Context: an optimization exercise on an open-source flow, tuned for small area. The choices shown serve that exercise and are no tape-out recipe.
The RTL was checked by simulation tests, not by an equivalence proof against the original design.
No activity file was given, so power comes from the tool's default toggle rates.

==> flow/design.v (excerpt) <==
module gpcodec #(
    parameter integer CLK_KHZ = 1         
) (
    input  wire         clk,
    input  wire         rst,              
    input  wire         start,
    input  wire [7:0]   op_in,
    input  wire [1:0]   narg_in,
    input  wire [31:0]  a0_in,
    input  wire [31:0]  a1_in,
    input  wire [31:0]  a2_in,
    input  wire [4:0]   rx_sel,
    output wire         busy,
    output wire         done,
    output wire         fail,
    output wire         rvalid,
    output wire [2:0]   rkind,
    output wire [3:0]   fcode,
    output wire [31:0]  cmd,
    output wire [7:0]   rx_byte,
    output wire [5:0]   rxlen,
    output wire [7:0]   r_byte,
    output wire [15:0]  r_u16,
    output wire [8:0]   r_acc_x,
    output wire [8:0]   r_acc_y,
    output wire [8:0]   r_acc_z,
    output wire [31:0]  r_tbits,
    output wire [31:0]  r_hbits,
    output wire [135:0] r_tc100,
    output wire         r_tc100_valid,
    output wire [135:0] r_hc100,
    output wire         r_hc100_valid,
    output wire         req_valid,
    output wire [1:0]   req_kind,
    output wire [6:0]   req_addr,
    input  wire         rsp_valid,
    input  wire         rsp_last,
    input  wire         rsp_fault,
    input  wire [7:0]   rsp_data
);
  ...
Size: about 1400 cells after synthesis, roughly 580 I/O pins.
==> flow/config.mk <==
export PLATFORM = sky130hd
export DESIGN_NAME = gpcodec
export DESIGN_NICKNAME = gpcodec
export VERILOG_FILES = /design/flow/design.v
export SDC_FILE = /design/flow/constraint.sdc
export NUM_CORES = 4
export LEC_CHECK = 0
export CAP_MARGIN = 20
export CORE_MARGIN = 2
export CORE_UTILIZATION = 60
export PLACE_DENSITY = 0.75
export SLEW_MARGIN = 20
==> flow/constraint.sdc <==
create_clock -name core_clock -period 20.0 [get_ports {clk}]
set_input_delay 4.0000 -clock core_clock [delete_from_list [all_inputs] [get_ports {clk}]]
set_output_delay 4.0000 -clock core_clock [all_outputs]
set_load 0.01 [all_outputs]
standard.sh (not shown) runs the stock make flow with config.mk's settings and CLKGATE_MAP_FILE= SYNTH_SCRIPT=/design/flow/synth_recipe.tcl, a recipe that flattens the netlist after the stock synthesis.
==> flow/flow/run.sh <==
#!/bin/bash
# Layout flow: the standard ORFS flow (standard.sh) with three changes, all
# aimed at cell area (the timing at 20 ns has a wide margin):
#  - synthesis maps the logic with an area-oriented ABC script (flow/area.abc)
#    instead of ORFS's speed script; everything else in the synthesis is the
#    standard one (synth_recipe.tcl), so the registers are the same;
#  - port buffers are sky130_fd_sc_hd__buf_1 instead of ORFS's default pick;
#  - the clock tree uses clkbuf cells of one size with larger sink clusters and
#    no dummy loads.
# Each tool's output is in standard.log and in orfs/logs/.
set -euo pipefail
work=$(pwd)

# synthesis script: the standard one, with the ABC script swapped
cat > "$work/synth_area.tcl" <<EOT
proc abc {args} {
  set i [lsearch -exact \$args -script]
  if {\$i >= 0} { set args [lreplace \$args [expr {\$i + 1}] [expr {\$i + 1}] $work/flow/area.abc] }
  yosys abc {*}\$args
}
source $work/synth_recipe.tcl
EOT
sed "s#$work/synth_recipe.tcl#$work/synth_area.tcl#" standard.sh > standard_area.sh
grep -q "synth_area.tcl" standard_area.sh

export BUFFER_PORTS_ARGS="-buffer_cell sky130_fd_sc_hd__buf_1"
export CTS_ARGS="-sink_clustering_enable -repair_clock_nets -dont_use_dummy_load -buf_list sky130_fd_sc_hd__clkbuf_8 -sink_clustering_size 16 -sink_clustering_max_diameter 80"
bash standard_area.sh > standard.log 2>&1
==> flow/flow/area.abc <==
strash
balance
rewrite
refactor
balance
rewrite
rewrite -z
balance
refactor -z
rewrite -z
balance
dch -f
amap
Edit:
--- a/flow/flow/run.sh
+++ b/flow/flow/run.sh
@@ -27 +27 @@
-export CTS_ARGS="-sink_clustering_enable -repair_clock_nets -dont_use_dummy_load -buf_list sky130_fd_sc_hd__clkbuf_8 -sink_clustering_size 16 -sink_clustering_max_diameter 80"
+export CTS_ARGS="-sink_clustering_enable -repair_clock_nets -dont_use_dummy_load -buf_list sky130_fd_sc_hd__clkbuf_4 -sink_clustering_size 9 -sink_clustering_max_diameter 60"
The new run ran to the end with no violations.
Power barely changes.
Worst setup slack improves by 0.019 ns.
Final area stays flat.
Utilization is about the same.


## oak
Another version of the RTL of gpcodec (not shown whole).
Size: about 1400 cells after synthesis, roughly 580 I/O pins.
Design gpcodec, start of the top module:
module gpcodec #(
    parameter integer CLK_KHZ = 1         
) (
    input  wire         clk,
    input  wire         rst,              
    input  wire         start,
    input  wire [7:0]   op_in,
    input  wire [1:0]   narg_in,
    input  wire [31:0]  a0_in,
    input  wire [31:0]  a1_in,
    input  wire [31:0]  a2_in,
    input  wire [4:0]   rx_sel,
    output wire         busy,
    output wire         done,
    output wire         fail,
    output wire         rvalid,
    output wire [2:0]   rkind,
    output wire [3:0]   fcode,
    output wire [31:0]  cmd,
    output wire [7:0]   rx_byte,
    output wire [5:0]   rxlen,
    output wire [7:0]   r_byte,
    output wire [15:0]  r_u16,
    output wire [8:0]   r_acc_x,
    output wire [8:0]   r_acc_y,
    output wire [8:0]   r_acc_z,
    output wire [31:0]  r_tbits,
    output wire [31:0]  r_hbits,
    output wire [135:0] r_tc100,
    output wire         r_tc100_valid,
    output wire [135:0] r_hc100,
    output wire         r_hc100_valid,
    output wire         req_valid,
    output wire [1:0]   req_kind,
    output wire [6:0]   req_addr,
    input  wire         rsp_valid,
    input  wire         rsp_last,
    input  wire         rsp_fault,
    input  wire [7:0]   rsp_data
);
Settings: LEC_CHECK=0, CAP_MARGIN=20, CORE_MARGIN=2, CORE_UTILIZATION=68, PLACE_DENSITY=0.82, SLEW_MARGIN=20; clock period 20.0 ns.
==> flow/flow/run.sh <==
#!/bin/bash
# Layout flow: the standard ORFS flow (standard.sh) with three changes, all
# aimed at cell area (the timing at 20 ns has a wide margin):
#  - synthesis maps the logic with an area-oriented ABC script (flow/area.abc)
#    instead of ORFS's speed script; everything else in the synthesis is the
#    standard one (synth_recipe.tcl), so the registers are the same;
#  - port buffers are sky130_fd_sc_hd__buf_1 instead of ORFS's default pick;
#  - the clock tree uses clkbuf cells of one size with larger sink clusters and
#    no dummy loads.
# Each tool's output is in standard.log and in orfs/logs/.
set -euo pipefail
work=$(pwd)

# synthesis script: the standard one, with the ABC script swapped
cat > "$work/synth_area.tcl" <<EOT
proc abc {args} {
  set i [lsearch -exact \$args -script]
  if {\$i >= 0} { set args [lreplace \$args [expr {\$i + 1}] [expr {\$i + 1}] $work/flow/area.abc] }
  yosys abc {*}\$args
}
source $work/synth_recipe.tcl
EOT
sed "s#$work/synth_recipe.tcl#$work/synth_area.tcl#" standard.sh > standard_area.sh
grep -q "synth_area.tcl" standard_area.sh

export BUFFER_PORTS_ARGS="-buffer_cell sky130_fd_sc_hd__buf_1"
export CTS_ARGS="-sink_clustering_enable -repair_clock_nets -dont_use_dummy_load -buf_list sky130_fd_sc_hd__clkbuf_8 -sink_clustering_size 16 -sink_clustering_max_diameter 80"
bash standard_area.sh > standard.log 2>&1
==> flow/flow/area.abc <==
strash
&get -n
&deepsyn -T 60
&put
balance
rewrite
refactor
balance
rewrite
rewrite -z
balance
refactor -z
rewrite -z
balance
dch -f
amap
oak ran to completion and came out clean on the timing, design-rule and antenna checks.
Here is what was changed in the inputs of pine compared with oak.
- changing CORE_UTILIZATION from 68 to 60
- changing PLACE_DENSITY from 0.82 to 0.75
-- flow/flow/run.sh --
<<< oak, line 25

export BUFFER_PORTS_ARGS="-buffer_cell sky130_fd_sc_hd__buf_1"
export CTS_ARGS="-sink_clustering_enable -repair_clock_nets -dont_use_dummy_load -buf_list sky130_fd_sc_hd__clkbuf_8 -sink_clustering_size 16 -sink_clustering_max_diameter 80"
bash standard_area.sh > standard.log 2>&1
>>> pine, line 25

export BUFFER_PORTS_ARGS="-buffer_cell sky130_fd_sc_hd__buf_1"
export CTS_ARGS="-sink_clustering_enable -repair_clock_nets -dont_use_dummy_load -buf_list sky130_fd_sc_hd__clkbuf_8 -sink_clustering_size 15 -sink_clustering_max_diameter 75"
bash standard_area.sh > standard.log 2>&1
## What came out
The final layouts of oak and pine pass the timing, design-rule and antenna checks.
Diff oak..pine | count of non-CTS buffers in the layout | negligible
Comparing oak and pine, initial cell density of the core is higher on oak.
Changes observed in pine relative to oak: met2 routing resource usage after global routing fell 6.1 points; final area rose 140 um^2.
### pine -> birch
- a change of PLACE_DENSITY from 0.75 to 0.8
- a change of CORE_UTILIZATION from 60 to 65
--- outcome ---
Looking at via count of the routed design, birch sits below pine. The cell area after layout of birch and that of pine are within noise of each other. Looking at cell with the biggest individual delay on the critical path, the sky130_fd_sc_hd__o22ai_1 result is from birch; the sky130_fd_sc_hd__or2_0 one comes from pine. Diff birch..pine | internal cell power | negligible. birch and pine ended up with roughly the same clock network fraction of design power. Via count of the first global-routing pass: birch < pine. Critical path depth: birch vs pine up 3. ~same switching part of the total in birch and pine. Max freq pine -> birch: degraded. Total power delta (pine -> birch): insignificant. Compared with pine, in birch placed standard-cell area held steady, minimum setup slack in the final design went down by 0.077 ns.
#### Input delta (maple over birch)
- CORE_UTILIZATION: 65 -> 60
- PLACE_DENSITY: 0.8 -> 0.75
-- flow/flow/run.sh --
<<< birch, line 25

export BUFFER_PORTS_ARGS="-buffer_cell sky130_fd_sc_hd__buf_1"
export CTS_ARGS="-sink_clustering_enable -repair_clock_nets -dont_use_dummy_load -buf_list sky130_fd_sc_hd__clkbuf_8 -sink_clustering_size 15 -sink_clustering_max_diameter 75"
bash standard_area.sh > standard.log 2>&1
>>> maple, line 25

export BUFFER_PORTS_ARGS="-buffer_cell sky130_fd_sc_hd__buf_1"
export CTS_ARGS="-sink_clustering_enable -repair_clock_nets -dont_use_dummy_load -buf_list sky130_fd_sc_hd__clkbuf_8 -sink_clustering_size 14 -sink_clustering_max_diameter 70"
bash standard_area.sh > standard.log 2>&1
[summary]
maple: flow completed, timing, DRC and antenna clean
The effective utilization at floorplan of maple falls short of that of birch by 5.3 points.
Of birch and maple, the higher maximum number of pins on one net before global-route repair belongs to birch.
maple reports its startpoint of the worst setup timing path as rx_sel[2] while birch reports rx_sel[4].
Looking at sum of routed wire segments on met1 across birch and maple, the one that comes out lower is birch.
[diff] net switching component of the power, maple relative to birch: improvement
maple vs birch, worst-case reg-to-reg path depth went down by about 8%.
Comparing power share of the clock group for birch and maple, the smaller number came from birch.
From birch to maple the numbers moved as follows: post-layout total power picked up an extra about 0.4%, mean number of vias per cell lost 0.019.

-- re-timing with driven ports --
The results above use ideal ports. As a check the final layouts listed here were re-extracted and re-timed, cells and wires unchanged. Step 1: set_driving_cell puts a clkbuf_16 on clk and a buf_2 on each other input, an assumption about the parent block. Step 2 adds t to the input delays and takes it off the output delays; t is the mean of the earliest and latest rising clock arrival at the registers after step 1. Input paths then give back, and output paths get back, about the clock's delay inside the block. Three values: ideal, step 1, step 2; two values: the first two.
run	shift t [ns]	setup slack, ns	worst hold slack (ns)	slew at the worst register clock pin (ns)	pins driven straight from the clock port
the first run of note 1	0.664	8.298 / 8.274 / 8.274	0.335 / 0.335 / 0.335	0.11 / 0.11	1
the second run of note 1	0.799	8.317 / 8.293 / 8.293	0.337 / 0.337 / 0.337	0.12 / 0.12	1
oak	0.623	8.534 / 8.444 / 8.444	0.339 / 0.339 / 0.339	0.11 / 0.11	1
pine	0.683	8.603 / 8.501 / 8.501	0.325 / 0.325 / 0.325	0.10 / 0.10	1
birch	0.680	8.526 / 8.458 / 8.458	0.334 / 0.334 / 0.334	0.10 / 0.10	1
maple	0.685	8.507 / 8.450 / 8.450	0.335 / 0.335 / 0.335	0.09 / 0.09	1
After both steps setup and hold are still met in every run listed. For pine, which loses most, drivers alone change the setup slack by -0.102 ns; drivers and shift together by -0.102 ns.
